This design comes from an exercise in tuning for small area on the open sky130 flow, not from production work.
Function was checked by simulation only, so behaviour that the tests miss may differ from the original.
No activity file was given, so power comes from the tool's default toggle rates.

--- design.v ---
module pe_cmd_rom (
    input  wire [2:0]  step,
    input  wire [4:0]  idx,
    output wire [7:0]  data,
    output wire        last,
    output wire [4:0]  len
);
    assign data[0] = (!idx[4] & !idx[3] & !idx[2] & !idx[0]) |
        (!step[0] & idx[2] & !idx[1] & !idx[0]) |
        (step[2] & idx[3] & idx[2] & !idx[1]) |
        (!idx[3] & idx[2] & idx[1] & idx[0]) |
        (!step[2] & !idx[3] & idx[2] & idx[0]) |
        (step[2] & idx[2] & !idx[1] & !idx[0]) |
        (step[2] & step[1] & !idx[3] & idx[1] & idx[0]) |
        (step[2] & step[0] & !idx[3] & idx[1] & idx[0]) |
        (!step[2] & idx[3] & !idx[2] & !idx[1] & !idx[0]);
    assign data[1] = (step[2] & !idx[2] & idx[1] & !idx[0]) |
        (!step[2] & !step[1] & !step[0] & idx[2]) |
        (step[1] & step[0] & !idx[3] & idx[2] & !idx[1] & !idx[0]) |
        (idx[3] & !idx[2] & !idx[1] & !idx[0]) |
        (step[2] & idx[3] & !idx[2] & idx[1]) |
        (step[2] & idx[3] & !idx[1] & !idx[0]) |
        (step[2] & step[1] & !idx[3] & idx[1] & !idx[0]) |
        (step[2] & step[0] & !idx[3] & idx[1] & !idx[0]) |
        (!step[2] & !idx[3] & idx[2] & idx[1] & idx[0]);
    assign data[2] = (step[1] & step[0] & !idx[3] & !idx[2] & idx[1] & !idx[0]) |
        (step[2] & !step[1] & !step[0] & idx[2] & !idx[1] & !idx[0]) |
        (!idx[3] & idx[2] & idx[1] & idx[0]) |
        (step[2] & idx[3] & !idx[2] & idx[1] & !idx[0]) |
        (step[2] & idx[3] & idx[2] & !idx[1] & !idx[0]) |
        (step[1] & !step[0] & !idx[3] & idx[2] & idx[1]) |
        (!step[1] & step[0] & !idx[3] & idx[2] & idx[1]);
    assign data[3] = (step[2] & step[1] & !idx[3] & idx[1] & !idx[0]) |
        (step[2] & step[0] & !idx[3] & idx[1] & !idx[0]) |
        (step[1] & step[0] & !idx[3] & !idx[2] & idx[1] & !idx[0]) |
        (step[1] & step[0] & !idx[3] & idx[2] & !idx[1] & !idx[0]) |
        (idx[4]) |
        (step[2] & idx[3] & !idx[2] & idx[0]) |
        (step[2] & idx[3] & idx[2] & !idx[0]) |
        (step[2] & idx[2] & idx[1] & idx[0]) |
        (step[1] & !step[0] & !idx[3] & idx[2] & idx[0]) |
        (!step[1] & step[0] & !idx[3] & idx[2] & idx[0]);
    assign data[4] = (!step[1] & !step[0] & idx[2] & !idx[1] & !idx[0]) |
        (!step[2] & !step[1] & idx[2]) |
        (!step[2] & !step[0] & idx[2]) |
        (step[0] & !idx[3] & idx[2] & idx[1] & !idx[0]) |
        (step[1] & !idx[3] & idx[2] & idx[1] & !idx[0]) |
        (step[2] & idx[3] & !idx[1] & !idx[0]) |
        (step[2] & idx[3] & idx[1] & idx[0]);
    assign data[5] = (!idx[4] & !idx[2] & !idx[1] & !idx[0]) |
        (step[2] & idx[3] & !idx[0]) |
        (!step[2] & !step[1] & idx[2]) |
        (step[2] & idx[3] & idx[2]) |
        (!step[2] & !step[0] & idx[2]) |
        (!step[2] & !idx[3] & idx[2] & idx[1] & !idx[0]);
    assign data[6] = (!idx[3] & !idx[2] & !idx[1] & !idx[0]) |
        (!step[2] & idx[3] & !idx[2] & !idx[1]) |
        (step[2] & idx[3] & idx[2] & idx[0]) |
        (step[2] & idx[3] & idx[2] & idx[1]) |
        (step[1] & !step[0] & idx[2] & !idx[1] & idx[0]) |
        (!step[1] & step[0] & idx[2] & !idx[1] & idx[0]);
    assign data[7] = (step[2] & step[1] & idx[2] & idx[1]) |
        (step[2] & step[0] & idx[2] & idx[1]) |
        (step[2] & idx[3] & !idx[2] & !idx[1] & idx[0]);
    assign last = (idx[4]) |
        (!step[2] & !step[1] & idx[2]) |
        (!step[2] & !step[0] & idx[2]) |
        (!step[1] & !step[0] & idx[2] & idx[1]) |
        (step[2] & idx[3] & idx[2] & idx[1]);
    assign len  = (step <  3'd3) ? 5'd5  :
                  (step == 3'd3) ? 5'd17 :
                  (step == 3'd4) ? 5'd7  : 5'd15;
endmodule
module pe_tpl_rom (
    input  wire [2:0]  step,
    input  wire        idx_lt4,    
    input  wire [1:0]  idx,        
    input  wire [7:0]  data,
    output wire        mis,
    output wire        long_enough
);
    wire s0 = (step == 3'd0);
    wire [7:0] t = s0             ? ((idx == 2'd1) ? 8'h01 : (idx == 2'd3) ? 8'h39 : 8'h00) :
                   (step == 3'd3) ? ((idx == 2'd1) ? 8'h0A : 8'h00) :
                   (step == 3'd4) ? ((idx == 2'd1) ? 8'h15 : 8'h00) :
                                    ((idx == 2'd0) ? 8'h02 : (idx == 2'd2) ? 8'hA0 : 8'h00);
    wire in_tpl = idx_lt4 && (s0 || idx != 2'd3);
    assign mis = in_tpl && (data != t);
    assign long_enough = !idx_lt4 || (s0 ? (idx == 2'd3) : idx[1]);
endmodule
module thumbdv_pe (
    input  wire        clk,
    input  wire        rst,           
    output wire        tx_valid,
    output wire [7:0]  tx_data,
    output wire [16:0] tx_count,
    input  wire        tx_ready,
    input  wire        tx_fault,
    output wire        rx_ready,
    input  wire        rx_valid,
    input  wire [7:0]  rx_data,
    input  wire        rx_short,
    input  wire        rx_fault,
    output wire [16:0] rd_count,
    output wire [16:0] rd_got,
    output wire [2:0]  sstate,
    output wire [2:0]  step,
    output wire        failed,
    output wire [2:0]  fail_step,
    output wire [2:0]  fail_cause,
    output reg         id_valid,
    output wire        id_sel,
    output reg  [7:0]  id_data,
    output wire        id_done,
    output wire        progress
);
    localparam [2:0] C_IO       = 3'd1;
    localparam [2:0] C_SHORT    = 3'd2;
    localparam [2:0] C_MARKER   = 3'd3;
    localparam [2:0] C_CONTENT  = 3'd4;
    localparam [2:0] C_LENGTH   = 3'd5;
    localparam [7:0]  MARKER    = 8'h61;
    localparam [16:0] STREAM_N  = 17'd323;    
    reg        rx_q;       
    reg        pay_q;      
    reg [2:0]  step_q;
    reg [2:0]  cause_q;    
    reg [15:0] got_q;      
    reg [15:0] len_q;      
    reg        lenph_q;    
    reg        mis_q;      
    reg        fin_q;      
    wire halted = |cause_q;
    wire ph_mark  = rx_q && !pay_q && !lenph_q;
    wire ph_lenhi = rx_q && !pay_q && lenph_q && !got_q[0];
    wire ph_lenlo = rx_q && !pay_q && lenph_q && got_q[0];
    wire [7:0] cmd_byte;
    wire [4:0] cmd_len;
    wire       cmd_last;
    pe_cmd_rom u_cmd_rom (.step(step_q), .idx(got_q[4:0]), .data(cmd_byte), .last(cmd_last), .len(cmd_len));
    wire idx_lt4 = (got_q[15:2] == 14'd0);
    wire byte_mis, long_enough;
    pe_tpl_rom u_tpl_rom (.step(step_q), .idx_lt4(idx_lt4), .idx(got_q[1:0]), .data(rx_data),
                          .mis(byte_mis), .long_enough(long_enough));
    assign tx_valid   = !rx_q && !halted;
    assign tx_data    = cmd_byte;
    assign tx_count   = {12'd0, cmd_len};
    assign rx_ready   = rx_q;
    wire [16:0] len_p1 = {1'b0, len_q} + 17'd1;
    assign rd_count   = pay_q ? len_p1 : {15'd0, lenph_q, !lenph_q};
    assign rd_got     = {1'b0, got_q};
    assign step       = step_q;
    assign failed     = halted;
    assign fail_cause = cause_q;
    assign fail_step  = halted ? step_q : 3'd0;
    assign sstate     = halted       ? 3'd4 :
                        step_q == 3'd0 ? 3'd0 :
                        step_q <  3'd4 ? 3'd1 :
                        step_q <  3'd6 ? 3'd2 : 3'd3;
    assign id_done    = fin_q && (step_q == 3'd2 || step_q == 3'd3);
    assign progress   = fin_q && (step_q == 3'd6);
    assign id_sel     = fin_q ? step_q[0] : step_q[1];
    wire        step_en = rx_q ? rx_valid : tx_ready;
    wire [16:0] inc = {1'b0, got_q} + {16'd0, step_en};
    wire tx_acc   = tx_valid && !tx_fault && tx_ready;
    wire tx_last  = cmd_last;
    wire rx_acc   = rx_q && !rx_fault && !rx_short && rx_valid;
    wire pay_last = (got_q == len_q);
    wire mis_all  = mis_q || byte_mis;
    wire id_step  = (step_q == 3'd1) || (step_q == 3'd2);
    wire pay_end  = rx_acc && pay_q && pay_last;
    reg       fr_ok;
    reg [2:0] fr_cause;
    always @* begin
        fr_ok = 1'b0;
        fr_cause = C_CONTENT;
        if (id_step) begin
            fr_ok = 1'b1;
        end else if (step_q == 3'd6) begin
            if (len_q != STREAM_N[15:0] - 16'd1) fr_cause = C_LENGTH;
            else fr_ok = !mis_all;
        end else begin
            fr_ok = !mis_all && long_enough;
        end
    end
    reg [2:0] fail_now;
    always @* begin
        fail_now = 3'd0;
        if (tx_valid && tx_fault) fail_now = C_IO;
        else if (rx_q && rx_fault) fail_now = C_IO;
        else if (rx_q && rx_short) fail_now = C_SHORT;
        else if (rx_acc && ph_mark && rx_data != MARKER) fail_now = C_MARKER;
        else if (pay_end && !fr_ok) fail_now = fr_cause;
    end
    wire frame_ok = pay_end && fr_ok;
    always @(posedge clk) begin
        if (rst) begin
            rx_q     <= 1'b0;
            step_q   <= 3'd0;
            cause_q  <= 3'd0;
            got_q    <= 16'd0;
            fin_q    <= 1'b0;
            id_valid <= 1'b0;
        end else begin
            fin_q    <= frame_ok;
            id_valid <= rx_acc && pay_q && id_step && (!idx_lt4 || got_q[1]);
            if (fail_now != 3'd0) begin
                cause_q <= fail_now;
                rx_q    <= 1'b0;
            end else if (tx_acc && tx_last) begin
                rx_q <= 1'b1;
                if (step_q == 3'd5) step_q <= 3'd6;
            end else if (frame_ok) begin
                rx_q <= 1'b0;
                if (step_q != 3'd6) step_q <= step_q + 3'd1;
            end
            if (ph_lenlo)
                got_q <= {15'd0, !rx_valid};
            else if (step_en && ((!rx_q && tx_last) || ph_mark || (rx_q && pay_q && pay_last)))
                got_q <= 16'd0;
            else
                got_q <= inc[15:0];
        end
        pay_q <= rx_q && (pay_q || (ph_lenlo && rx_valid));
        mis_q <= pay_q && (mis_q || (rx_valid && byte_mis));
        lenph_q <= rx_q && !pay_q && (lenph_q || (ph_mark && rx_valid));
        if (ph_lenhi && rx_valid)
            len_q[15:8] <= rx_data;
        if (ph_lenlo && rx_valid)
            len_q[7:0] <= rx_data;
        id_data <= rx_data;
    end
endmodule
--- flow/run.sh ---
#!/bin/bash
# Own layout flow: the standard ORFS flow (standard.sh) with these changes:
#  - synthesis: ABC maps the logic with an area-oriented script (flow/area.abc), and adders are
#    left to ABC (no full/half-adder cells, no Kogge-Stone carry map); the registers are made by
#    the same Yosys passes as the standard synthesis, so their names and cells are unchanged;
#  - the buffers synthesis leaves on output ports are removed at floorplan (REMOVE_ABC_BUFFERS);
#  - the input and output ports are buffered with sky130_fd_sc_hd__buf_1;
#  - clock tree synthesis inserts no dummy loads (CTS_ARGS below).
# The make output goes to flow.log here; ORFS's per-step logs are under orfs/logs/.
set -euo pipefail
W=$(pwd)
F=$W/flow
{ echo "source $F/abc_area.tcl"; cat "$W/synth_recipe.tcl"; } > "$W/area_synth.tcl"
sed "s#SYNTH_SCRIPT=[^ ]*#SYNTH_SCRIPT=$W/area_synth.tcl#" "$W/standard.sh" > "$W/area_standard.sh"
export MY_ABC_SCRIPT=$F/area.abc
bash "$W/area_standard.sh" ADDER_MAP_FILE= REMOVE_ABC_BUFFERS=1 SYNTH_OPERATIONS_ARGS=-nofsm \
  "BUFFER_PORTS_ARGS=-buffer_cell sky130_fd_sc_hd__buf_1" \
  "CTS_ARGS=-sink_clustering_enable -repair_clock_nets -dont_use_dummy_load" \
  finish > "$W/flow.log" 2>&1
--- flow/abc_area.tcl ---
# Loaded before the standard flow's synthesis script: ORFS's technology-mapping call to ABC runs with the
# area-oriented script in $::env(MY_ABC_SCRIPT) instead of ORFS's delay-oriented one. Nothing
# else in synthesis changes (the registers come from the same Yosys passes as before).
proc abc {args} {
  set out {}
  for {set i 0} {$i < [llength $args]} {incr i} {
    set a [lindex $args $i]
    if {$a eq "-script"} { incr i; continue }
    lappend out $a
  }
  set out [linsert $out 0 -script $::env(MY_ABC_SCRIPT)]
  puts "abc (area script): $out"
  yosys abc {*}$out
}
--- flow/area.abc ---
strash
dch -f
amap
strash
dch -f
amap
--- standard.sh ---
#!/bin/bash
# synth_recipe.tcl (not shown) runs the flow's synth.tcl, then flattens the netlist and writes it again
# the make line also repeats each setting of config.mk as NAME=value (left out here)
make -C /OpenROAD-flow-scripts/flow DESIGN_CONFIG=/design/flow/config.mk WORK_HOME=/design/flow/orfs CLKGATE_MAP_FILE= SYNTH_SCRIPT=/design/flow/synth_recipe.tcl "${@:-finish}"
--- config.mk ---
export PLATFORM = sky130hd
export DESIGN_NAME = thumbdv_pe
export DESIGN_NICKNAME = thumbdv_pe
export VERILOG_FILES = /design/flow/design.v
export SDC_FILE = /design/flow/constraint.sdc
export NUM_CORES = 4
export LEC_CHECK = 0
export CAP_MARGIN = 20
export CORE_MARGIN = 2
export CORE_UTILIZATION = 40
export GPL_TIMING_DRIVEN = 0
export SLEW_MARGIN = 20
--- constraint.sdc ---
create_clock -name core_clock -period 6.0 [get_ports {clk}]
set_input_delay 1.2000 -clock core_clock [delete_from_list [all_inputs] [get_ports {clk}]]
set_output_delay 1.2000 -clock core_clock [all_outputs]
set_load 0.01 [all_outputs]
==> impl_metrics.py, run 1 <==
metrics = {
    "clocking": {
        "tritoncts_num_sinks": 52,
        "cts-root-to-sink-buffers": 2,
        "clock_insertion_delay_worst_skew_ns": 0.31,
        "cts-buffers-inserted": 5,
        "post-cts-setup-buffers": 0,
        "cts.repair.resized": 0,
        "cts_root_buf": "clkbuf_8",
        "cts-hold-fix-buffers": 0,
        "tritoncts": "built",
        "path_clk_slew_ns": 0.09,
        "ctsHtreeMaxLevel": 2,
    },
    "routing": {
        "final_routed_wirelength_across_all_metal_layers_um": 8800,
        "via_per_inst": 5.43,
        "route.detailed.drc": 0,
        "route.antenna.remaining_nets": 0,
        "drt_first_pass_iters": 5,
        "initialDrtViolationCount": 218,
        "route.vias.total": 3166,
        "routedWlPerCell_um": 15.1,
    },
    "sta": {
        "hold_viol": 0,
        "relSlewSlack": 0.539,
        "hold_slack_ns": 0.484,
        "clock-skew-final_ns": 0.0268,
        "finalSetupTns_ns": 0,
        "final_min_period_over_clock_period": 0.781,
        "finalSetupViolations": 0,
        "fmax_mhz": 213,
        "timing_max_transition_violations_final": 0,
        "period_needed_ns": 4.69,
        "tightest_slew_ns": 0.689,
        "setup_ws_ns": 1.31,
        "unrepaired_setup_endpoints_after_global_routing": "no",
    },
    "yosys": {
        "synth_seq_cells": 52,
        "synth_enable_flop_cells": 16,
        "yosys.cell_types.count": 37,
        "post_synth_inst_count": 396,
        "area_of_the_mapped_netlist_mm2": 0.00293,
        "ys_warn_count": 1,
        "synth_flop_cell": "dfxtp_1",
        "syn-mean-instance-area_um2": 7.39,
        "synth_async_reset_ratio": 0,
        "synth-seq-area-share": 0.410,
    },
    "critical_path": {
        "nature_of_the_critical_path_startpoint": "register",
        "rrSetupSlack_ns": 2.16,
        "setup.worst_path.end_class": "primary output",
        "crit_path_end": "rd_count[15]",
        "regToRegStartpoint": "step_q[0]",
        "r2r-end": "step_q[2]",
        "critPathLaunch": "len_q[0]",
        "critical_path_required_ns": 4.80,
        "critical_path_at_ns": 3.49,
        "reg2regPathDepth": 19,
        "critPathKind": "reg2out",
        "worstPathMaxFanout": 5,
    },
    "floorplanning": {
        "die_h_um": 89.6,
        "start_util": 0.408,
        "die_area_mm2": 0.00802,
        "fp.coreArea_mm2": 0.00718,
        "ports_placed_on_the_boundary": 101,
        "die_width_um": 89.6,
        "std_cell_rows": 31,
    },
    "power": {
        "vdd.ir_drop.worst_mv": 0.128,
        "power.density_mw_per_mm2": 180,
        "power_leakage_nw": 1.08,
    },
    "final_layout": {
        "multi_input_comb_area_mm2": 0.00150,
        "ff_latch_area_mm2": 0.00120,
        "antenna_fix_cells": 0,
        "area_delta_synth_final_pct": 15.8,
        "final_cells": 583,
        "fin_nets": 501,
        "fill_cell_count": 757,
        "finish.utilization": 0.472,
        "final_layout_size_suffix_gt1_frac": 0.0165,
    },
    "global_route": {
        "grt-ovfl-total": 0,
        "grt_start_max_net_pins": 19,
        "globalRouteTotalUtil": 0.220,
        "antenna_found_initial": 0,
        "grt_pass1_vias": 2629,
        "grt_pass1_wl_um": 13600,
    },
    "min_path": {
        "min-delay-start": "mis_q",
        "hp-class": "reg2reg",
    },
    "placement": {
        "place.detailed.hpwl_um": 7050,
        "gp_congestion": 0.962,
        "place.port_buffers": 86,
        "numPlacedInstances": 578,
        "placement_setup_slack_ns": 1.71,
    },
    "run_status": {
        "run_status": "complete, no violations",
    },
    "job": {
        "drv_cap": 0,
    },
}
through the flow:
step | total power (W) | cell area [µm²]
after global routing | 0.000631 | 3390
final | 0.000610 | 3390
after floorplan | 0.000411 | 2860
after CTS | 0.000611 | 3380
after detailed placement | 0.000435 | 3320
after global placement | 0.000435 | 3300
report_power, final:
group,internal (W),switching (W)
logic,0.0000154,0.0000408
registers,0.000366,0.00000548
clock network,0.0000756,0.000106
cell families (layout without fill, tap and decap cells):
| logic type | after synthesis | after routing | share of synthesized area |
|---|---|---|---|
| AOI/OAI and AO/OA | 104 | 104 | 0.235 |
| and+or+nand+nor | 177 | 177 | 0.254 |
| DFF | 52 | 52 | 0.410 |
| other | 2 | 14 | 0.00257 |
| buffers and inverters | 61 | 137 | 0.0974 |
critical path: stages, from the launching register on:
cell and delay [ns]:
edfxtp_1 0.46, clkinv_1 0.11, nor2_1 0.16, nand2_1 0.10, nor2_1 0.20, nand2_1 0.10, nor2_1 0.21, nand2_1 0.11
nor2_1 0.15, clkinv_1 0.13, nor2_1 0.16, nand2_1 0.10, nor2_1 0.20, nand2_1 0.10, nor2_1 0.21, nand2_1 0.10
nor2_1 0.17, nor2_1 0.06, a211oi_1 0.16, buf_1 0.18
how the worst min path moves through the flow:
stage | endpoint | cells after the start
4_1_cts | mis_q | 2
5_1_grt | cause_q[1] | 2
3_3_place_gp | mis_q | 2
3_5_place_dp | mis_q | 2
2_1_floorplan | mis_q | 2
6_report | mis_q | 2
cell usage after synthesis, types with 2 or more instances:
cell | instances | area, µm²
a2111o_1 | 2 | 22.5
a2111oi_0 | 4 | 35.0
a211oi_1 | 20 | 150
a21oi_1 | 22 | 110
a221o_1 | 2 | 20.0
a31oi_1 | 6 | 37.5
buf_4 | 15 | 113
clkinv_1 | 45 | 169
conb_1 | 2 | 7.51
dfxtp_1 | 36 | 721
edfxtp_1 | 16 | 480
nand2_1 | 44 | 165
nand3_1 | 5 | 25.0
nand4_1 | 6 | 37.5
nor2_1 | 89 | 334
nor2b_1 | 2 | 12.5
nor3_1 | 22 | 110
nor4_1 | 4 | 25.0
o211ai_1 | 3 | 22.5
o21ai_0 | 21 | 105
o22ai_1 | 10 | 62.6
o311ai_0 | 3 | 26.3
or3_1 | 3 | 18.8
cell usage in the layout (no fill, tap or decap), types with 16 or more instances in the layout:
cell      Yosys  layout
nor2_1       89      89
buf_1         1      86
clkinv_1     45      45
nand2_1      44      44
dfxtp_1      36      36
a21oi_1      22      22
o21ai_0      21      21
nor3_1       22      20
a211oi_1     20      20
edfxtp_1     16      16
state kept, by name, indices dropped and copies added (netlist names):
signal / count
got_q: 16
len_q: 16
id_data: 8
cause_q: 3
step_q: 3
fin_q: 1
id_valid: 1
lenph_q: 1
mis_q: 1
pay_q: 1
rx_q: 1
layer usage:
metal,up-vias,share of wire,GRT usage
met5,-,0,0
met4,0,0.012,0.0529
met3,13,0.057,0.0351
met2,118,0.45,0.340
met1,1455,0.48,0.322
li1,1580,-,-
final cells by class:
type,count,area share
inverters,45,0.0498
repair buffers,87,0.0975
flip-flops and latches,52,0.354
well taps,99,0.0365
multi-input cells,295,0.441
clock buffers,5,0.0203
==> run 2: changes to the inputs <==
==> flow/area.abc (replaced) <==
strash
&get -n
&deepsyn -T 30 -I 10
&put
dch -f
amap
==> impl_metrics.py, run 2 <==
metrics = {
    "yosys": {
        "synth_flop_cell": "dfxtp_1",
        "syn-mean-instance-area_um2": 7.67,
        "yosys.cell_types.count": 40,
        "synth_enable_flop_cells": 16,
        "post_synth_inst_count": 371,
        "netlist.top_cell.by_area": "dfxtp_1",
        "synth_area_leaders": "dfxtp_1 25%, edfxtp_1 17%, nor2_1 9.8%",
        "synth_async_reset_ratio": 0,
        "synth_top_area_share": 0.253,
        "synth_most_common_cell": "nor2_1",
        "synth.top_cells.by_count": "74 x nor2_1, 46 x clkinv_1, 36 x dfxtp_1",
        "synth_seq_cells": 52,
        "synth-seq-area-share": 0.422,
        "area_of_the_mapped_netlist_mm2": 0.00285,
        "ys_warn_count": 1,
    },
    "final_layout": {
        "ff_latch_area_mm2": 0.00120,
        "fill_cell_count": 742,
        "largest_registers": "got_q (16), len_q (16), id_data (8)",
        "multi_input_comb_area_mm2": 0.00141,
        "final_layout_size_suffix_gt1_frac": 0.0174,
        "layout.cells.most_common": "buf_1",
        "fin_nets": 476,
        "antenna_fix_cells": 0,
        "most_used_cells_in_the_layout_excluding_fill_and_tap_cells": "86 x buf_1, 74 x nor2_1, 46 x clkinv_1, 36 x dfxtp_1, 27 x nand2_1",
        "finalInstanceArea_mm2": 0.00330,
        "area_delta_synth_final_pct": 16.1,
    },
    "clocking": {
        "path_clk_slew_ns": 0.10,
        "cts_root_buf": "clkbuf_8",
        "clock_insertion_delay_worst_skew_ns": 0.31,
        "cts-root-to-sink-buffers": 2,
        "cts-hold-fix-buffers": 0,
        "tritoncts": "built",
        "post-cts-setup-buffers": 0,
        "ctsHtreeMaxLevel": 2,
        "cts.repair.resized": 0,
        "cts-buffers-inserted": 5,
        "tritoncts_num_sinks": 52,
    },
    "placement": {
        "place_area_mm2": 0.00324,
        "place.port_buffers": 86,
        "place.detailed.hpwl_um": 6560,
        "gp_congestion": 0.944,
    },
    "power": {
        "vdd.ir_drop.worst_mv": 0.127,
        "power_leakage_nw": 1.03,
        "power.density_mw_per_mm2": 185,
    },
    "floorplanning": {
        "ports_placed_on_the_boundary": 101,
        "start_util": 0.417,
        "fp.coreArea_mm2": 0.00683,
        "die_area_mm2": 0.00781,
        "die_width_um": 88.4,
        "std_cell_rows": 30,
        "die_h_um": 88.4,
    },
    "sta": {
        "clock-skew-final_ns": 0.0273,
        "relSlewSlack": 0.490,
        "final_min_period_over_clock_period": 0.755,
        "finalSetupViolations": 0,
        "period_needed_ns": 4.53,
        "fmax_mhz": 221,
        "finalSetupTns_ns": 0,
        "timing_max_transition_violations_final": 0,
        "hold_viol": 0,
        "hold_slack_ns": 0.478,
        "tightest_slew_ns": 0.761,
        "unrepaired_setup_endpoints_after_global_routing": "no",
    },
    "routing": {
        "route.vias.total": 2969,
        "final_routed_wirelength_across_all_metal_layers_um": 8380,
        "via_per_inst": 5.35,
        "route.detailed.drc": 0,
        "initialDrtViolationCount": 223,
        "routedWlPerCell_um": 15.1,
        "route.antenna.remaining_nets": 0,
        "drt_first_pass_iters": 4,
    },
    "critical_path": {
        "critPathKind": "reg2out",
        "setup.worst_path.end_class": "primary output",
        "nature_of_the_critical_path_startpoint": "register",
        "worstPathMaxFanout": 5,
        "critical_path_required_ns": 4.80,
        "critical_path_at_ns": 3.33,
    },
    "global_route": {
        "grt_pass1_wl_um": 13200,
        "grt_pass1_vias": 2610,
        "grt-ovfl-total": 0,
        "antenna_found_initial": 0,
        "globalRouteTotalUtil": 0.217,
        "grt_start_max_net_pins": 18,
    },
    "min_path": {
        "hp-class": "reg2reg",
    },
    "run_status": {
        "run_status": "complete, no violations",
    },
    "job": {
        "drv_cap": 0,
    },
}
run 2: cell types whose count changed after synthesis, sizes merged, moves of 3 or more:
| cell | change |
|---|---|
| or2 | +3 |
| nand4 | -3 |
| o41ai | +3 |
| nor3b | +3 |
| nand2 | -17 |
| a31oi | -4 |
| o21a | +6 |
| nor2 | -15 |
| o311ai | -3 |
| o22ai | -4 |
run 2: worst paths after layout:
| path | cells after the start | endpoint | slack (ns) | from |
|---|---|---|---|---|
| max | 17 | rd_count[15] | 1.47 | len_q[0] |
| min | 2 | mis_q | 0.48 | mis_q |
| max reg2reg | 19 | got_q[15] | 1.89 | got_q[0] |
| min reg2reg | 2 | mis_q | 0.48 | mis_q |
run 2: worst max-delay path: stages, from the launching register on:
cell and delay, ns:
edfxtp_1 0.47, nand2_1 0.13, nor2_1 0.24, nand2_1 0.11
nor2_1 0.20, nand2_1 0.10, nor2_1 0.20, nand2_1 0.10
nor2_1 0.20, nand2_1 0.11, nor2_1 0.21, nand2_1 0.10
nor2_1 0.20, nand2_1 0.10, nor2_1 0.18, o21ai_0 0.10
a21oi_1 0.13, buf_1 0.16
run 2: layout make-up:
cell class              count  area share
repair buffers             87       0.100
clock buffers               5      0.0208
inverters                  46      0.0523
flip-flops and latches     52       0.363
multi-input cells         269       0.427
well taps                  96      0.0363
run 2: cells by family after synthesis:
group / Yosys count / synth area share
and+or+nand+nor: 154 / 0.240
AOI/OAI and AO/OA: 101 / 0.234
buffers and inverters: 62 / 0.102
DFF: 52 / 0.422
other: 2 / 0.00264
run 2: where the power goes:
group / switching, W / total, W / internal, W
Sequential: 0.00000583 / 0.000372 / 0.000366
Clock: 0.000104 / 0.000179 / 0.0000755
Combinational: 0.0000409 / 0.0000583 / 0.0000174
run 2: layer usage:
layer  track usage  part of all wire
met1         0.316              0.47
met2         0.333              0.47
met3        0.0336             0.058
met4        0.0675            0.0099
met5             0                 0
run 2: stage by stage:
step                       util  setup WS (ns)  std cells  power (W)
after floorplan               -           2.34        367   0.000414
final                     0.484           1.47        555   0.000610
after CTS                 0.484           1.52        555   0.000613
after detailed placement  0.474           1.79        550   0.000438
after global routing      0.484           1.10        555   0.000636
after global placement    0.471           1.91        549   0.000437
==> run 3: changes to the inputs <==
--- a/flow/run.sh
+++ b/flow/run.sh
@@ -5,7 +5,8 @@
 #    the same Yosys passes as the standard synthesis, so their names and cells are unchanged;
 #  - the buffers synthesis leaves on output ports are removed at floorplan (REMOVE_ABC_BUFFERS);
 #  - the input and output ports are buffered with sky130_fd_sc_hd__buf_1;
-#  - clock tree synthesis inserts no dummy loads (CTS_ARGS below).
+#  - clock tree synthesis inserts no dummy loads (CTS_ARGS below);
+#  - constant outputs share the tie cells synthesis made (SKIP_REPAIR_TIE_FANOUT).
 # The make output goes to flow.log here; ORFS's per-step logs are under orfs/logs/.
 set -euo pipefail
 W=$(pwd)
@@ -13,7 +14,7 @@
 { echo "source $F/abc_area.tcl"; cat "$W/synth_recipe.tcl"; } > "$W/area_synth.tcl"
 sed "s#SYNTH_SCRIPT=[^ ]*#SYNTH_SCRIPT=$W/area_synth.tcl#" "$W/standard.sh" > "$W/area_standard.sh"
 export MY_ABC_SCRIPT=$F/area.abc
-bash "$W/area_standard.sh" ADDER_MAP_FILE= REMOVE_ABC_BUFFERS=1 SYNTH_OPERATIONS_ARGS=-nofsm \
+bash "$W/area_standard.sh" ADDER_MAP_FILE= REMOVE_ABC_BUFFERS=1 SKIP_REPAIR_TIE_FANOUT=1 SYNTH_OPERATIONS_ARGS=-nofsm \
   "BUFFER_PORTS_ARGS=-buffer_cell sky130_fd_sc_hd__buf_1" \
   "CTS_ARGS=-sink_clustering_enable -repair_clock_nets -dont_use_dummy_load" \
   finish > "$W/flow.log" 2>&1
==> impl_metrics.py, run 3 <==
metrics = {
    "yosys": {
        "syn-mean-instance-area_um2": 7.67,
        "yosys.cell_types.count": 40,
        "synth_area_leaders": "dfxtp_1 25%, edfxtp_1 17%, nor2_1 9.8%",
        "synth_async_reset_ratio": 0,
        "synth.top_cells.by_count": "74 x nor2_1, 46 x clkinv_1, 36 x dfxtp_1",
        "netlist.top_cell.by_area": "dfxtp_1",
        "synth_top_area_share": 0.253,
        "synth-seq-area-share": 0.422,
        "ys_warn_count": 1,
        "synth_flop_cell": "dfxtp_1",
        "area_of_the_mapped_netlist_mm2": 0.00285,
        "synth_most_common_cell": "nor2_1",
        "synth_seq_cells": 52,
        "post_synth_inst_count": 371,
        "synth_enable_flop_cells": 16,
    },
    "sta": {
        "relSlewSlack": 0.492,
        "hold_viol": 0,
        "unrepaired_setup_endpoints_after_global_routing": "no",
        "finalSetupTns_ns": 0,
        "clock-skew-final_ns": 0.0302,
        "fmax_mhz": 219,
        "final_min_period_over_clock_period": 0.759,
        "period_needed_ns": 4.56,
        "timing_max_transition_violations_final": 0,
        "finalSetupViolations": 0,
        "tightest_slew_ns": 0.757,
    },
    "routing": {
        "final_routed_wirelength_across_all_metal_layers_um": 8210,
        "routedWlPerCell_um": 15.1,
        "initialDrtViolationCount": 219,
        "route.vias.total": 2947,
        "drt_first_pass_iters": 4,
        "via_per_inst": 5.43,
        "route.detailed.drc": 0,
        "route.antenna.remaining_nets": 0,
    },
    "power": {
        "p_int_w": 0.000459,
        "power.density_mw_per_mm2": 187,
        "power_switching_share": 0.246,
        "power.clock.fraction": 0.293,
        "p_switching_w": 0.000150,
        "vdd.ir_drop.worst_mv": 0.0922,
        "totalPowerFinal_w": 0.000609,
        "comb_power_share": 0.096,
        "share_seq_of_total_power": 0.611,
        "power_leakage_nw": 0.989,
    },
    "floorplanning": {
        "std_cell_rows": 30,
        "ports_placed_on_the_boundary": 101,
        "die_area_mm2": 0.00781,
        "die_h_um": 88.4,
        "die_width_um": 88.4,
        "fp.coreArea_mm2": 0.00683,
        "start_util": 0.417,
    },
    "final_layout": {
        "most_used_cells_in_the_layout_excluding_fill_and_tap_cells": "86 x buf_1, 74 x nor2_1, 46 x clkinv_1, 36 x dfxtp_1, 27 x nand2_1",
        "area_delta_synth_final_pct": 14.5,
        "final_cells": 543,
        "largest_registers": "got_q (16), len_q (16), id_data (8)",
        "layout.cells.most_common": "buf_1",
        "fin_nets": 464,
        "fill_cell_count": 751,
        "final_layout_size_suffix_gt1_frac": 0.0179,
        "antenna_fix_cells": 0,
        "finalInstanceArea_mm2": 0.00326,
    },
    "clocking": {
        "tritoncts": "built",
        "post-cts-setup-buffers": 0,
        "cts-root-to-sink-buffers": 2,
        "ctsHtreeMaxLevel": 2,
        "cts-hold-fix-buffers": 0,
        "cts_root_buf": "clkbuf_8",
        "path_clk_slew_ns": 0.11,
        "cts.repair.resized": 0,
        "clock_insertion_delay_worst_skew_ns": 0.31,
        "cts-buffers-inserted": 5,
        "tritoncts_num_sinks": 52,
    },
    "global_route": {
        "globalRouteTotalUtil": 0.212,
        "grt_pass1_wl_um": 12900,
        "grt-ovfl-total": 0,
        "grt_pass1_vias": 2591,
        "antenna_found_initial": 0,
        "grt_start_max_net_pins": 20,
    },
    "critical_path": {
        "cell_breakdown_of_the_critical_path": "nand2_1 -> nor2_1 -> nand2_1 -> nor2_1 -> nand2_1 -> nor2_1 -> nand2_1 -> nor2_1 -> nand2_1 -> nor2_1 -> nand2_1 -> nor2_1 -> nand2_1 -> nor2_1 -> o21ai_0 -> a21oi_1 -> buf_1",
        "critPathKind": "reg2out",
        "setup.worst_path.end_class": "primary output",
        "reg2regPathDepth": 19,
        "rrSetupSlack_ns": 1.93,
        "total_number_of_cells_along_the_worst_setup_path": 17,
        "critical_path.max_stage_delay_ns": 0.50,
        "critical_path_required_ns": 4.80,
        "nature_of_the_critical_path_startpoint": "register",
        "critical_path_at_ns": 3.36,
        "cp_num_buf_inv": 1,
        "worstPathMaxFanout": 5,
        "crit_path_top_delay_cell": "edfxtp_1",
        "cpLargestDelayFamily": "simple AND/OR/NAND/NOR gates",
    },
    "job": {
        "drv_cap": 0,
    },
    "placement": {
        "place.port_buffers": 86,
        "gp_congestion": 0.944,
        "place_area_mm2": 0.00319,
        "place.detailed.hpwl_um": 6420,
        "numPlacedInstances": 538,
    },
    "min_path": {
        "worstHoldPathCells": 2,
        "hp-class": "reg2reg",
    },
    "run_status": {
        "run_status": "complete, no violations",
    },
}
[run 3: layout make-up]
type / instances / area (µm²) / share of cell area
Multi-Input combinational cell: 257 / 1370 / 0.419
Inverter: 46 / 173 / 0.0530
Tap cell: 96 / 120 / 0.0369
Sequential cell: 52 / 1200 / 0.369
Clock buffer: 5 / 68.8 / 0.0211
Timing Repair Buffer: 87 / 330 / 0.101
[run 3: metrics by stage]
step	utilization	hold WS, ns	setup WS, ns
2_1_floorplan	-	0.429	2.34
3_3_place_gp	0.464	0.441	1.92
3_5_place_dp	0.467	0.455	1.86
4_1_cts	0.477	0.491	1.50
5_1_grt	0.477	0.517	0.964
6_report	0.477	0.488	1.44
[run 3: per-layer routing]
metal  wire, µm  track usage
met5          0            0
met4         95       0.0537
met3        558       0.0317
met2       3720        0.326
met1       3840        0.312
[run 3: path summary, 6_finish.rpt]
check	start	to
worst max-delay path	len_q[0]	rd_count[15]
worst min-delay path	cause_q[1]	cause_q[1]
worst max register to register	got_q[0]	got_q[15]
worst min register to register	cause_q[1]	cause_q[1]
[run 3: power by group through the flow]
stage	registers (W)	clock network, W	logic [W]
floorplan	0.000381	0	0.0000333
global placement	0.000380	0	0.0000573
detailed placement	0.000380	0	0.0000583
CTS	0.000372	0.000185	0.0000586
global route	0.000373	0.000196	0.0000661
finish	0.000372	0.000178	0.0000587
[run 3: worst reg2reg max path, cell delays in order (launching register included)]
cell and delay (ns):
dfxtp_1 0.55, clkinv_1 0.54, nor2_1 0.39, clkinv_1 0.15
nor2_1 0.18, nand2_1 0.11, nor2_1 0.19, nand2_1 0.14
nor2_1 0.18, nand2_1 0.11, nor2_1 0.18, nand2_1 0.11
nor2_1 0.17, nand2_1 0.11, nor2_1 0.17, nand2_1 0.12
nor2_1 0.17, and2_0 0.20, nor2_1 0.05, a211oi_1 0.19
[run 3: cells by family (layout without fill, tap and decap cells)]
| family | count (synthesis) | in the layout | share of synthesized area |
|---|---|---|---|
| flops | 52 | 52 | 0.422 |
| simple gates | 154 | 154 | 0.240 |
| compound gates | 101 | 101 | 0.234 |
| other cells | 2 | 2 | 0.00264 |
| buf+inv | 62 | 138 | 0.102 |
==> run 4: changes to the inputs <==
--- a/design.v
+++ b/design.v
@@ -127,13 +127,12 @@
     reg [2:0]  cause_q;    
     reg [15:0] got_q;      
     reg [15:0] len_q;      
-    reg        lenph_q;    
     reg        mis_q;      
     reg        fin_q;      
     wire halted = |cause_q;
-    wire ph_mark  = rx_q && !pay_q && !lenph_q;
-    wire ph_lenhi = rx_q && !pay_q && lenph_q && !got_q[0];
-    wire ph_lenlo = rx_q && !pay_q && lenph_q && got_q[0];
+    wire ph_mark  = rx_q && !pay_q && len_q[0];
+    wire ph_lenhi = rx_q && !pay_q && !len_q[0] && !got_q[0];
+    wire ph_lenlo = rx_q && !pay_q && !len_q[0] && got_q[0];
     wire [7:0] cmd_byte;
     wire [4:0] cmd_len;
     wire       cmd_last;
@@ -147,7 +146,7 @@
     assign tx_count   = {12'd0, cmd_len};
     assign rx_ready   = rx_q;
     wire [16:0] len_p1 = {1'b0, len_q} + 17'd1;
-    assign rd_count   = pay_q ? len_p1 : {15'd0, lenph_q, !lenph_q};
+    assign rd_count   = pay_q ? len_p1 : {15'd0, !len_q[0], len_q[0]};
     assign rd_got     = {1'b0, got_q};
     assign step       = step_q;
     assign failed     = halted;
@@ -223,9 +222,12 @@
         end
         pay_q <= rx_q && (pay_q || (ph_lenlo && rx_valid));
         mis_q <= pay_q && (mis_q || (rx_valid && byte_mis));
-        lenph_q <= rx_q && !pay_q && (lenph_q || (ph_mark && rx_valid));
         if (ph_lenhi && rx_valid)
             len_q[15:8] <= rx_data;
+        if (!rx_q)
+            len_q[0] <= 1'b1;
+        else if (ph_mark && rx_valid)
+            len_q[0] <= 1'b0;
         if (ph_lenlo && rx_valid)
             len_q[7:0] <= rx_data;
         id_data <= rx_data;
==> impl_metrics.py, run 4 <==
metrics = {
    "final_layout": {
        "antenna_fix_cells": 0,
        "fill_cell_count": 731,
        "largest_registers": "got_q (16), len_q (16), id_data (8)",
        "area_delta_synth_final_pct": 14.1,
        "most_used_cells_in_the_layout_excluding_fill_and_tap_cells": "86 x buf_1, 74 x nor2_1, 49 x clkinv_1, 35 x dfxtp_1, 28 x o21ai_0",
        "fin_nets": 463,
        "final_layout_size_suffix_gt1_frac": 0.0112,
        "layout.cells.most_common": "buf_1",
        "finalInstanceArea_mm2": 0.00320,
    },
    "yosys": {
        "synth_area_leaders": "dfxtp_1 25%, edfxtp_1 17%, nor2_1 9.9%",
        "ys_warn_count": 1,
        "netlist.top_cell.by_area": "dfxtp_1",
        "synth_flop_cell": "dfxtp_1",
        "synth_enable_flop_cells": 16,
        "syn-mean-instance-area_um2": 7.57,
        "synth_async_reset_ratio": 0,
        "post_synth_inst_count": 371,
        "synth-seq-area-share": 0.421,
        "synth_most_common_cell": "nor2_1",
        "area_of_the_mapped_netlist_mm2": 0.00281,
        "synth_top_area_share": 0.250,
        "yosys.cell_types.count": 37,
        "synth.top_cells.by_count": "74 x nor2_1, 49 x clkinv_1, 35 x dfxtp_1",
        "synth_seq_cells": 51,
    },
    "power": {
        "power_leakage_nw": 1.00,
        "vdd.ir_drop.worst_mv": 0.115,
        "power.density_mw_per_mm2": 187,
    },
    "clocking": {
        "cts-buffers-inserted": 5,
        "clock_insertion_delay_worst_skew_ns": 0.31,
        "cts.repair.resized": 0,
        "post-cts-setup-buffers": 0,
        "tritoncts_num_sinks": 51,
        "cts_root_buf": "clkbuf_8",
        "tritoncts": "built",
        "cts-root-to-sink-buffers": 2,
        "path_clk_slew_ns": 0.08,
        "cts-hold-fix-buffers": 0,
        "ctsHtreeMaxLevel": 2,
    },
    "floorplanning": {
        "ports_placed_on_the_boundary": 101,
        "start_util": 0.413,
        "fp.coreArea_mm2": 0.00679,
        "die_area_mm2": 0.00771,
        "std_cell_rows": 30,
        "die_width_um": 87.8,
        "die_h_um": 87.8,
    },
    "routing": {
        "initialDrtViolationCount": 148,
        "final_routed_wirelength_across_all_metal_layers_um": 8160,
        "drt-met1-wl_um": 3780,
        "met3RoutedLength_um": 528,
        "met2_length_um": 3840,
        "routedWlPerCell_um": 15.1,
        "highest-signal-layer": "met4",
        "via_per_inst": 5.41,
        "route.antenna.remaining_nets": 0,
        "route.detailed.drc": 0,
        "drt_first_pass_iters": 4,
        "route.vias.total": 2933,
    },
    "job": {
        "drv_cap": 0,
    },
    "critical_path": {
        "critical_path_at_ns": 3.15,
        "critical_path_required_ns": 4.80,
        "worstPathMaxFanout": 7,
        "critPathKind": "reg2out",
        "setup.worst_path.end_class": "primary output",
        "nature_of_the_critical_path_startpoint": "register",
    },
    "sta": {
        "relSlewSlack": 0.452,
        "fmax_mhz": 230,
        "tightest_slew_ns": 0.822,
        "unrepaired_setup_endpoints_after_global_routing": "no",
        "setup_ws_ns": 1.65,
        "hold_viol": 0,
        "clock-skew-final_ns": 0.0247,
        "final_min_period_over_clock_period": 0.725,
        "finalSetupTns_ns": 0,
        "finalSetupViolations": 0,
        "hold_slack_ns": 0.484,
        "period_needed_ns": 4.35,
        "timing_max_transition_violations_final": 0,
    },
    "placement": {
        "place_area_mm2": 0.00313,
        "gp_congestion": 0.867,
        "placement_setup_slack_ns": 1.93,
        "place.port_buffers": 86,
        "place.detailed.hpwl_um": 6430,
    },
    "global_route": {
        "globalRouteTotalUtil": 0.211,
        "grt_start_max_net_pins": 20,
        "grt-ovfl-total": 0,
        "antenna_found_initial": 0,
        "grt_pass1_vias": 2533,
        "grt_pass1_wl_um": 12600,
    },
    "run_status": {
        "run_status": "complete, no violations",
    },
    "min_path": {
        "hp-class": "reg2reg",
    },
}
## run 4: area by class of cell
cell class	instances	area [µm²]	area share
inverter	49	184	0.0574
timing repair buffer	86	323	0.101
multi-input combinational	255	1330	0.414
clock buffer	5	68.8	0.0215
tap	96	120	0.0375
sequential	51	1180	0.369
## run 4: path summary, 6_finish.rpt
check | end | slack (ns) | startpoint | depth (start not counted)
max | rd_count[15] | 1.65 | len_q[0] | 16
min | cause_q[1] | 0.48 | cause_q[1] | 2
min reg2reg | cause_q[1] | 0.48 | cause_q[1] | 2
max reg2reg | rx_q | 2.44 | step_q[0] | 15
## run 4: cells by family after synthesis
kind of cell,share of synthesized area
simple gates,0.237
compound gates,0.233
buf+inv,0.107
flops,0.421
other cells,0.00267
## run 4: worst max-delay path, stage by stage (launching register included)
cell	delay [ns]
edfxtp_1	0.46
and3_1	0.25
nand2_1	0.08
nor2_1	0.19
nand2_1	0.10
nor2_1	0.20
nand2_1	0.10
nor2_1	0.20
nand2_1	0.10
nor2_1	0.20
nand2_1	0.10
nor2_1	0.19
nand2_1	0.10
nor2_1	0.19
o21ai_0	0.10
a21oi_1	0.13
buf_1	0.16
## run 4: per-layer routing
layer  vias to the layer above  track usage
li1                       1470            -
met1                      1355        0.300
met2                       106        0.338
met3                         2       0.0405
met4                         0       0.0406
met5                         -            0
## run 4: per-stage QoR
step	total power (W)	instances	util
floorplan	0.000403	355	-
detailed placement	0.000425	537	0.461
finish	0.000598	542	0.471
CTS	0.000604	542	0.471
global route	0.000624	542	0.471
global placement	0.000425	537	0.461
## run 4: where the power goes
part / internal (W) / switching [W] / total, W
combinational: 0.0000148 / 0.0000372 / 0.0000521
clock: 0.0000755 / 0.000105 / 0.000181
sequential: 0.000360 / 0.00000578 / 0.000365
==> run 5: changes to the inputs <==
--- a/flow/run.sh
+++ b/flow/run.sh
@@ -16,5 +16,5 @@
 export MY_ABC_SCRIPT=$F/area.abc
 bash "$W/area_standard.sh" ADDER_MAP_FILE= REMOVE_ABC_BUFFERS=1 SKIP_REPAIR_TIE_FANOUT=1 SYNTH_OPERATIONS_ARGS=-nofsm \
   "BUFFER_PORTS_ARGS=-buffer_cell sky130_fd_sc_hd__buf_1" \
-  "CTS_ARGS=-sink_clustering_enable -repair_clock_nets -dont_use_dummy_load" \
+  "CTS_ARGS=-sink_clustering_enable -repair_clock_nets -dont_use_dummy_load -sink_clustering_size 60 -sink_clustering_max_diameter 1000 -buf_list sky130_fd_sc_hd__clkbuf_16 -root_buf sky130_fd_sc_hd__clkbuf_16" \
   finish > "$W/flow.log" 2>&1
==> impl_metrics.py, run 5 <==
metrics = {
    "critical_path": {
        "crit_path_top_delay_cell": "edfxtp_1",
        "cell_breakdown_of_the_critical_path": "and3_1 -> nand2_1 -> nor2_1 -> nand2_1 -> nor2_1 -> nand2_1 -> nor2_1 -> nand2_1 -> nor2_1 -> nand2_1 -> nor2_1 -> nand2_1 -> nor2_1 -> o21ai_0 -> a21oi_1 -> buf_1",
        "nature_of_the_critical_path_startpoint": "register",
        "critPathLaunch": "len_q[0]",
        "r2r-end": "rx_q",
        "cp_num_buf_inv": 1,
        "crit_path_end": "rd_count[15]",
        "regToRegStartpoint": "step_q[0]",
        "critical_path_required_ns": 4.80,
        "critPathKind": "reg2out",
        "rrSetupSlack_ns": 2.45,
        "critical_path.max_stage_delay_ns": 0.45,
        "worstPathMaxFanout": 7,
        "reg2regPathDepth": 15,
        "critical_path_at_ns": 3.13,
        "cpLargestDelayFamily": "simple AND/OR/NAND/NOR gates",
        "setup.worst_path.end_class": "primary output",
        "total_number_of_cells_along_the_worst_setup_path": 16,
    },
    "power": {
        "comb_power_share": 0.077,
        "p_switching_w": 0.000159,
        "power_switching_share": 0.233,
        "share_seq_of_total_power": 0.537,
        "power.density_mw_per_mm2": 209,
        "vdd.ir_drop.worst_mv": 0.147,
        "power.clock.fraction": 0.387,
        "p_int_w": 0.000522,
        "power_leakage_nw": 1.03,
    },
    "sta": {
        "setup_ws_ns": 1.67,
        "unrepaired_setup_endpoints_after_global_routing": "no",
        "period_needed_ns": 4.33,
        "relSlewSlack": 0.434,
        "fmax_mhz": 231,
        "final_min_period_over_clock_period": 0.721,
        "clock-skew-final_ns": 0.0181,
        "tightest_slew_ns": 0.849,
        "finalSetupTns_ns": 0,
        "timing_max_transition_violations_final": 0,
        "finalSetupViolations": 0,
        "hold_viol": 0,
    },
    "yosys": {
        "synth_seq_cells": 51,
        "share_of_the_synthesized_area_in_compound_gates_ao_oa_aoi_oai": 0.233,
        "synth_most_common_cell": "nor2_1",
        "yosys.cell_types.count": 37,
        "netlist.top_cell.by_area": "dfxtp_1",
        "yosys.area_share.xor_xnor": 0,
        "synthSimpleGateAreaFrac": 0.237,
        "ys_warn_count": 1,
        "post_synth_inst_count": 371,
        "synth-seq-area-share": 0.421,
        "dominant_combinational_cell_family_by_area_after_synthesis": "simple AND/OR/NAND/NOR gates",
        "area_of_the_mapped_netlist_mm2": 0.00281,
        "synth_enable_flop_cells": 16,
        "synth_flop_cell": "dfxtp_1",
        "synth_fa_ha_area_frac": 0,
        "yosys-mux-area-fraction": 0,
        "syn-mean-instance-area_um2": 7.57,
        "synth.top_cells.by_count": "74 x nor2_1, 49 x clkinv_1, 35 x dfxtp_1",
        "synth_area_leaders": "dfxtp_1 25%, edfxtp_1 17%, nor2_1 9.9%",
        "synth_top_area_share": 0.250,
        "synth_async_reset_ratio": 0,
    },
    "routing": {
        "route.antenna.remaining_nets": 0,
        "route.detailed.drc": 0,
        "drt_first_pass_iters": 4,
        "route.vias.total": 2917,
        "via_per_inst": 5.38,
        "initialDrtViolationCount": 145,
        "routedWlPerCell_um": 15.0,
        "final_routed_wirelength_across_all_metal_layers_um": 8150,
    },
    "clocking": {
        "cts_root_buf": "clkbuf_16",
        "cts-buffers-inserted": 5,
        "cts.repair.resized": 0,
        "tritoncts": "built",
        "ctsHtreeMaxLevel": 2,
        "clock_insertion_delay_worst_skew_ns": 0.29,
        "cts-hold-fix-buffers": 0,
        "path_clk_slew_ns": 0.06,
        "cts-root-to-sink-buffers": 2,
        "tritoncts_num_sinks": 51,
        "post-cts-setup-buffers": 0,
    },
    "floorplanning": {
        "die_h_um": 87.8,
        "fp.coreArea_mm2": 0.00679,
        "die_area_mm2": 0.00771,
        "std_cell_rows": 30,
        "die_width_um": 87.8,
        "ports_placed_on_the_boundary": 101,
        "start_util": 0.413,
    },
    "final_layout": {
        "finish.utilization": 0.480,
        "largest_registers": "got_q (16), len_q (16), id_data (8)",
        "final_layout_size_suffix_gt1_frac": 0.0112,
        "area_delta_synth_final_pct": 16.1,
        "finalInstanceArea_mm2": 0.00326,
        "layout.cells.most_common": "buf_1",
        "fin_nets": 463,
        "most_used_cells_in_the_layout_excluding_fill_and_tap_cells": "86 x buf_1, 74 x nor2_1, 49 x clkinv_1, 35 x dfxtp_1, 28 x o21ai_0",
        "final_cells": 542,
        "antenna_fix_cells": 0,
    },
    "placement": {
        "numPlacedInstances": 537,
        "place.detailed.hpwl_um": 6430,
        "placement_setup_slack_ns": 1.93,
        "place_area_mm2": 0.00313,
        "place.port_buffers": 86,
        "gp_congestion": 0.867,
    },
    "job": {
        "drv_cap": 0,
    },
    "global_route": {
        "grt_start_max_net_pins": 20,
        "grt-ovfl-total": 0,
        "grt_pass1_vias": 2544,
        "globalRouteTotalUtil": 0.214,
        "antenna_found_initial": 0,
        "grt_pass1_wl_um": 12700,
    },
    "run_status": {
        "run_status": "complete, no violations",
    },
    "min_path": {
        "hp-class": "reg2reg",
    },
}
-- run 5: cell counts after synthesis --
Identical to the previous run, type by type.
-- run 5: layer usage --
metal  part of all wire  track usage
met1               0.46        0.298
met2               0.46        0.340
met3              0.062       0.0396
met4              0.014       0.0629
met5                  0            0
-- run 5: cell families (layout without fill, tap and decap cells) --
family                 count (synthesis)  in the layout
buffers and inverters                 65            140
flip-flops                            51             51
other                                  2              2
AND/OR/NAND/NOR                      150            150
AO/OA/AOI/OAI                        103            103
-- run 5: cell type report --
| cell class | instances | area, µm² |
|---|---|---|
| Clock buffer | 5 | 125 |
| Fill cell | 722 | 3530 |
| Inverter | 49 | 184 |
| Multi-Input combinational cell | 255 | 1330 |
| Sequential cell | 51 | 1180 |
| Tap cell | 96 | 120 |
| Timing Repair Buffer | 86 | 323 |
-- run 5: how the worst min path moves through the flow --
stage	cells after the start	startpoint	to	slack, ns
final	2	cause_q[1]	cause_q[1]	0.48
after global routing	2	cause_q[0]	cause_q[0]	0.52
after CTS	2	cause_q[1]	cause_q[1]	0.48
after detailed placement	2	cause_q[1]	cause_q[1]	0.47
after global placement	2	mis_q	mis_q	0.46
after floorplan	2	mis_q	mis_q	0.43
-- run 5: power groups by stage --
| stage | clock network (W) | logic (W) | registers, W |
|---|---|---|---|
| after floorplan | 0 | 0.0000287 | 0.000374 |
| after global placement | 0 | 0.0000518 | 0.000373 |
| after detailed placement | 0 | 0.0000522 | 0.000373 |
| after CTS | 0.000267 | 0.0000524 | 0.000365 |
| after global routing | 0.000280 | 0.0000590 | 0.000366 |
| final | 0.000263 | 0.0000522 | 0.000366 |
-- run 5: metrics by stage --
stage          power, W  hold WS, ns
6_report       0.000681        0.480
5_1_grt        0.000706        0.522
4_1_cts        0.000685        0.482
3_5_place_dp   0.000425        0.473
3_3_place_gp   0.000425        0.460
2_1_floorplan  0.000403        0.429
-- run 5: tightest hold or removal path, stage by stage (launching register included) --
cell,delay (ns)
dfxtp_1,0.32
clkinv_1,0.04
o22ai_1,0.07
==> run 6: changes to the inputs <==
--- a/flow/run.sh
+++ b/flow/run.sh
@@ -16,5 +16,5 @@
 export MY_ABC_SCRIPT=$F/area.abc
 bash "$W/area_standard.sh" ADDER_MAP_FILE= REMOVE_ABC_BUFFERS=1 SKIP_REPAIR_TIE_FANOUT=1 SYNTH_OPERATIONS_ARGS=-nofsm \
   "BUFFER_PORTS_ARGS=-buffer_cell sky130_fd_sc_hd__buf_1" \
-  "CTS_ARGS=-sink_clustering_enable -repair_clock_nets -dont_use_dummy_load -sink_clustering_size 60 -sink_clustering_max_diameter 1000 -buf_list sky130_fd_sc_hd__clkbuf_16 -root_buf sky130_fd_sc_hd__clkbuf_16" \
+  "CTS_ARGS=-repair_clock_nets -dont_use_dummy_load -wire_unit 500 -buf_list sky130_fd_sc_hd__clkbuf_16 -root_buf sky130_fd_sc_hd__clkbuf_16" \
   finish > "$W/flow.log" 2>&1
==> flow/area.abc (replaced) <==
strash
dch -f
amap
strash
dch -f
amap
==> impl_metrics.py, run 6 <==
metrics = {
    "final_layout": {
        "fin_nets": 478,
        "largest_registers": "got_q (16), len_q (16), id_data (8)",
        "area_delta_synth_final_pct": 15.9,
        "layout.cells.most_common": "buf_1",
        "final_layout_size_suffix_gt1_frac": 0.0130,
        "finish.utilization": 0.486,
        "most_used_cells_in_the_layout_excluding_fill_and_tap_cells": "86 x buf_1, 80 x nor2_1, 43 x clkinv_1, 35 x dfxtp_1, 32 x nand2_1",
        "antenna_fix_cells": 0,
    },
    "clocking": {
        "tritoncts": "built",
        "cts-hold-fix-buffers": 0,
        "cts-buffers-inserted": 5,
        "cts.repair.resized": 0,
        "ctsHtreeMaxLevel": 2,
        "clock_insertion_delay_worst_skew_ns": 0.29,
        "cts_root_buf": "clkbuf_16",
        "tritoncts_num_sinks": 51,
        "cts-root-to-sink-buffers": 2,
        "post-cts-setup-buffers": 0,
        "path_clk_slew_ns": 0.06,
    },
    "placement": {
        "gp_congestion": 0.866,
        "place.detailed.hpwl_um": 6630,
        "place.port_buffers": 86,
        "placement_setup_slack_ns": 1.59,
    },
    "sta": {
        "relSlewSlack": 0.492,
        "timing_max_transition_violations_final": 0,
        "fmax_mhz": 216,
        "tightest_slew_ns": 0.757,
        "period_needed_ns": 4.63,
        "finalSetupViolations": 0,
        "clock-skew-final_ns": 0.0199,
        "unrepaired_setup_endpoints_after_global_routing": "no",
        "finalSetupTns_ns": 0,
        "hold_viol": 0,
        "final_min_period_over_clock_period": 0.771,
        "setup_ws_ns": 1.37,
    },
    "global_route": {
        "grt_start_max_net_pins": 20,
        "globalRouteTotalUtil": 0.216,
        "grt_pass1_wl_um": 13000,
        "antenna_found_initial": 0,
        "grt-ovfl-total": 0,
        "grt_pass1_vias": 2590,
    },
    "critical_path": {
        "nature_of_the_critical_path_startpoint": "register",
        "critical_path.max_stage_delay_ns": 0.40,
        "crit_path_top_delay_cell": "edfxtp_1",
        "cp_common_cell": "nor2_1",
        "critical_path_at_ns": 3.43,
        "worstPathMaxFanout": 5,
        "setup.worst_path.end_class": "primary output",
        "critPathKind": "reg2out",
        "critical_path_required_ns": 4.80,
        "cpLargestDelayFamily": "simple AND/OR/NAND/NOR gates",
        "cp_num_buf_inv": 3,
        "cell_breakdown_of_the_critical_path": "clkinv_1 -> nor2_1 -> clkinv_1 -> nor2_1 -> nand2_1 -> nor2_1 -> nand2_1 -> nor2_1 -> nand2_1 -> nor2_1 -> nand2_1 -> nor2_1 -> nand2_1 -> nor2_1 -> nand2_1 -> nor2_1 -> o21ai_0 -> a21oi_1 -> buf_1",
    },
    "yosys": {
        "synth_area_leaders": "dfxtp_1 24%, edfxtp_1 17%, nor2_1 10%",
        "yosys.cell_types.count": 34,
        "syn-mean-instance-area_um2": 7.48,
        "synth_top_area_share": 0.243,
        "post_synth_inst_count": 385,
        "synth_async_reset_ratio": 0,
        "synth_seq_cells": 51,
        "area_of_the_mapped_netlist_mm2": 0.00288,
        "synth.top_cells.by_count": "80 x nor2_1, 43 x clkinv_1, 35 x dfxtp_1",
        "synth_most_common_cell": "nor2_1",
        "ys_warn_count": 1,
        "synth_enable_flop_cells": 16,
        "synth-seq-area-share": 0.410,
        "synth_flop_cell": "dfxtp_1",
        "netlist.top_cell.by_area": "dfxtp_1",
    },
    "routing": {
        "routedWlPerCell_um": 15.2,
        "met3RoutedLength_um": 488,
        "via_per_inst": 5.48,
        "highest-signal-layer": "met4",
        "met2_length_um": 3780,
        "drt-met1-wl_um": 4090,
        "drt_first_pass_iters": 5,
        "route.detailed.drc": 0,
        "route.antenna.remaining_nets": 0,
        "initialDrtViolationCount": 225,
        "final_routed_wirelength_across_all_metal_layers_um": 8480,
        "route.vias.total": 3051,
    },
    "job": {
        "drv_cap": 0,
    },
    "floorplanning": {
        "fp.coreArea_mm2": 0.00687,
        "std_cell_rows": 30,
        "die_width_um": 88.8,
        "start_util": 0.419,
        "die_area_mm2": 0.00789,
        "ports_placed_on_the_boundary": 101,
        "die_h_um": 88.8,
    },
    "power": {
        "power.density_mw_per_mm2": 204,
        "vdd.ir_drop.worst_mv": 0.125,
        "power_leakage_nw": 1.04,
    },
    "run_status": {
        "run_status": "complete, no violations",
    },
    "min_path": {
        "hp-class": "reg2reg",
    },
}
run 6: cells by family after synthesis:
family          after synthesis  share of synthesized area
other cells                   2                    0.00261
flops                        51                      0.410
simple gates                165                      0.252
compound gates              108                      0.239
buf+inv                      59                     0.0965
run 6: worst register-to-register path, delay by kind of cell (launching register included):
family                 cells  cell delay, ns
AOI/OAI and AO/OA          2            0.52
buffers and inverters      1            0.26
DFF                        1            0.52
and+or+nand+nor           15            2.32
run 6: layer usage:
| layer | vias to the layer above | track usage |
|---|---|---|
| li1 | 1547 | - |
| met1 | 1388 | 0.324 |
| met2 | 106 | 0.325 |
| met3 | 10 | 0.0336 |
| met4 | 0 | 0.0537 |
| met5 | - | 0 |
run 6: power by group:
part	leakage (nW)	switching (W)	total, W	internal (W)
clock network	0.0616	0.000111	0.000259	0.000147
logic	0.554	0.0000417	0.0000573	0.0000155
registers	0.428	0.00000539	0.000365	0.000360
run 6: layout make-up:
type	instances	area [µm²]
inverter	43	161
tap	96	120
fill	721	3530
sequential	51	1180
clock buffer	5	125
multi-input combinational	275	1420
timing repair buffer	87	328
run 6: stage by stage:
| step | power (W) | hold slack (ns) | instances | area [µm²] |
|---|---|---|---|---|
| final | 0.000681 | 0.471 | 557 | 3340 |
| after global routing | 0.000707 | 0.496 | 557 | 3340 |
| after CTS | 0.000687 | 0.475 | 557 | 3340 |
| after detailed placement | 0.000430 | 0.466 | 552 | 3210 |
| after global placement | 0.000429 | 0.458 | 551 | 3210 |
| after floorplan | 0.000405 | 0.441 | 369 | 2760 |
run 6: path summary, 6_finish.rpt:
path,slack [ns],cells after the start,to,start
max,1.37,19,rd_count[15],len_q[0]
min reg2reg,0.47,2,cause_q[1],cause_q[1]
max reg2reg,2.28,18,got_q[15],rx_q
min,0.47,2,cause_q[1],cause_q[1]
==> run 7: changes to the inputs <==
--- a/flow/run.sh
+++ b/flow/run.sh
@@ -1,6 +1,7 @@
 #!/bin/bash
 # Own layout flow: the standard ORFS flow (standard.sh) with these changes:
-#  - synthesis: ABC maps the logic with an area-oriented script (flow/area.abc), and adders are
+#  - synthesis: ABC maps the logic with an area-oriented script (flow/area.abc: &deepsyn
+#    restructuring, then dch and amap area mapping), and adders are
 #    left to ABC (no full/half-adder cells, no Kogge-Stone carry map); the registers are made by
 #    the same Yosys passes as the standard synthesis, so their names and cells are unchanged;
 #  - the buffers synthesis leaves on output ports are removed at floorplan (REMOVE_ABC_BUFFERS);
@@ -16,5 +17,5 @@
 export MY_ABC_SCRIPT=$F/area.abc
 bash "$W/area_standard.sh" ADDER_MAP_FILE= REMOVE_ABC_BUFFERS=1 SKIP_REPAIR_TIE_FANOUT=1 SYNTH_OPERATIONS_ARGS=-nofsm \
   "BUFFER_PORTS_ARGS=-buffer_cell sky130_fd_sc_hd__buf_1" \
-  "CTS_ARGS=-repair_clock_nets -dont_use_dummy_load -wire_unit 500 -buf_list sky130_fd_sc_hd__clkbuf_16 -root_buf sky130_fd_sc_hd__clkbuf_16" \
+  "CTS_ARGS=-sink_clustering_enable -repair_clock_nets -dont_use_dummy_load" \
   finish > "$W/flow.log" 2>&1
==> flow/area.abc (replaced) <==
strash
&get -n
&deepsyn -T 30 -I 10
&put
dch -f
amap
==> impl_metrics.py, run 7 <==
metrics = {
    "run_status": {
        "run_status": "complete, no violations",
    },
    "clocking": {
        "path_clk_slew_ns": 0.08,
        "cts_root_buf": "clkbuf_8",
        "cts-buffers-inserted": 5,
        "tritoncts_num_sinks": 51,
        "cts.repair.resized": 0,
        "cts-hold-fix-buffers": 0,
        "cts-root-to-sink-buffers": 2,
        "clock_insertion_delay_worst_skew_ns": 0.31,
        "ctsHtreeMaxLevel": 2,
    },
    "yosys": {
        "synth_most_common_cell": "nor2_1",
        "area_of_the_mapped_netlist_mm2": 0.00281,
        "synth_flop_cell": "dfxtp_1",
        "post_synth_inst_count": 371,
        "synth-seq-area-share": 0.421,
        "synth.top_cells.by_count": "74 x nor2_1, 49 x clkinv_1, 35 x dfxtp_1",
        "netlist.top_cell.by_area": "dfxtp_1",
        "syn-mean-instance-area_um2": 7.57,
        "ys_warn_count": 1,
        "synth_area_leaders": "dfxtp_1 25%, edfxtp_1 17%, nor2_1 9.9%",
        "synth_async_reset_ratio": 0,
        "synth_top_area_share": 0.250,
    },
    "placement": {
        "numPlacedInstances": 537,
        "place.port_buffers": 86,
        "placement_setup_slack_ns": 1.93,
        "gp_congestion": 0.867,
    },
    "routing": {
        "via_per_inst": 5.41,
        "route.antenna.remaining_nets": 0,
        "drt_first_pass_iters": 4,
        "routedWlPerCell_um": 15.1,
        "route.detailed.drc": 0,
    },
    "critical_path": {
        "worstPathMaxFanout": 7,
        "setup.worst_path.end_class": "primary output",
        "crit_path_top_delay_cell": "edfxtp_1",
        "r2r-end": "rx_q",
        "critical_path.max_stage_delay_ns": 0.46,
        "regToRegStartpoint": "step_q[0]",
        "nature_of_the_critical_path_startpoint": "register",
        "critical_path_at_ns": 3.15,
    },
    "min_path": {
        "worstHoldPathCells": 2,
        "min-delay-start": "cause_q[1]",
        "min_delay_worst_endpoint": "cause_q[1]",
        "hp-class": "reg2reg",
    },
    "final_layout": {
        "fin_nets": 463,
        "antenna_fix_cells": 0,
        "final_layout_size_suffix_gt1_frac": 0.0112,
        "fill_cell_count": 731,
        "area_delta_synth_final_pct": 14.1,
        "layout.cells.most_common": "buf_1",
    },
    "sta": {
        "tightest_slew_ns": 0.822,
        "finalSetupTns_ns": 0,
        "hold_slack_ns": 0.484,
        "hold_viol": 0,
        "period_needed_ns": 4.35,
        "unrepaired_setup_endpoints_after_global_routing": "no",
        "relSlewSlack": 0.452,
        "clock-skew-final_ns": 0.0247,
        "fmax_mhz": 230,
        "setup_ws_ns": 1.65,
    },
    "global_route": {
        "grt_pass1_vias": 2533,
        "grt_pass1_wl_um": 12600,
        "grt_start_max_net_pins": 20,
    },
    "power": {
        "power_leakage_nw": 1.00,
        "power.density_mw_per_mm2": 187,
        "totalPowerFinal_w": 0.000598,
        "vdd.ir_drop.worst_mv": 0.115,
    },
    "floorplanning": {
        "die_h_um": 87.8,
        "std_cell_rows": 30,
        "ports_placed_on_the_boundary": 101,
        "start_util": 0.413,
    },
    "job": {
        "drv_cap": 0,
    },
}
run 7: cell types whose count changed in the layout (fill, tap and decap cells not counted), sizes merged, moves of 4 or more:
cell	change
nand2	-8
nor3	+8
clkinv	+6
o22ai	-7
nand3	-4
nor2	-6
a211oi	-4
o21ai	+6
nor4	-9
run 7: worst max-delay path, delay by kind of cell, from the launching register on:
kind / cells / cell delay [ns]
AOI/OAI and AO/OA: 2 / 0.23
buffers and inverters: 1 / 0.16
DFF: 1 / 0.46
and+or+nand+nor: 13 / 2.00
run 7: final cells by class:
cell class                      instances  area (µm²)  area share
Clock buffer                            5        68.8      0.0215
Inverter                               49         184      0.0574
Multi-Input combinational cell        255        1330       0.414
Sequential cell                        51        1180       0.369
Tap cell                               96         120      0.0375
Timing Repair Buffer                   86         323       0.101
run 7: layer usage:
| metal | GRT usage | wire, µm |
|---|---|---|
| met4 | 0.0406 | 14 |
| met2 | 0.338 | 3840 |
| met3 | 0.0405 | 528 |
| met5 | 0 | 0 |
| met1 | 0.300 | 3780 |
run 7: through the flow:
step                      area, µm²  utilization
after CTS                      3200        0.471
after floorplan                2690            -
after global placement         3130        0.461
after detailed placement       3130        0.461
final                          3200        0.471
after global routing           3200        0.471
run 7: power breakdown:
part           switching, W  internal [W]  total (W)
clock network      0.000105     0.0000755   0.000181
logic             0.0000372     0.0000148  0.0000521
registers        0.00000578      0.000360   0.000365
run 7: kinds of logic after synthesis:
logic type	share of synthesized area
buf+inv	0.107
compound gates	0.233
simple gates	0.237
flops	0.421
other cells	0.00267
run 7: how the worst max path moves through the flow:
stage                     slack [ns]  startpoint           end
after global routing            1.22    len_q[0]  rd_count[15]
after floorplan                 2.37    len_q[0]  rd_count[15]
after global placement          2.05    rx_valid     got_q[15]
final                           1.65    len_q[0]  rd_count[15]
after detailed placement        1.93    rx_valid     got_q[15]
after CTS                       1.68    len_q[0]  rd_count[15]

## afterwards: timing with drivers on the ports
How much do the figures lean on ideal ports? The routed layouts below were timed once more, with nothing changed but the port constraints. Step 1 assumes that a clkbuf_16 drives the clock port and a buf_2 every other input. Step 2, shift: input delay + t, output delay - t, t = (earliest + latest rising clock arrival at the registers) / 2. This alone moves slack from input paths to output paths. Slacks: no drivers / after step 1 / after step 2; pairs: no drivers / after step 1.
run | shift t [ns] | slack for setup (ns)
run 1 | 0.324 | 1.314 / 1.284 / 1.608
run 2 | 0.328 | 1.472 / 1.441 / 1.768
run 3 | 0.326 | 1.444 / 1.414 / 1.740
run 4 | 0.326 | 1.650 / 1.623 / 1.880
run 5 | 0.320 | 1.675 / 1.640 / 1.862
run 6 | 0.319 | 1.373 / 1.339 / 1.529
run 7 | 0.326 | 1.650 / 1.623 / 1.880
After both steps every run listed still meets setup and hold.
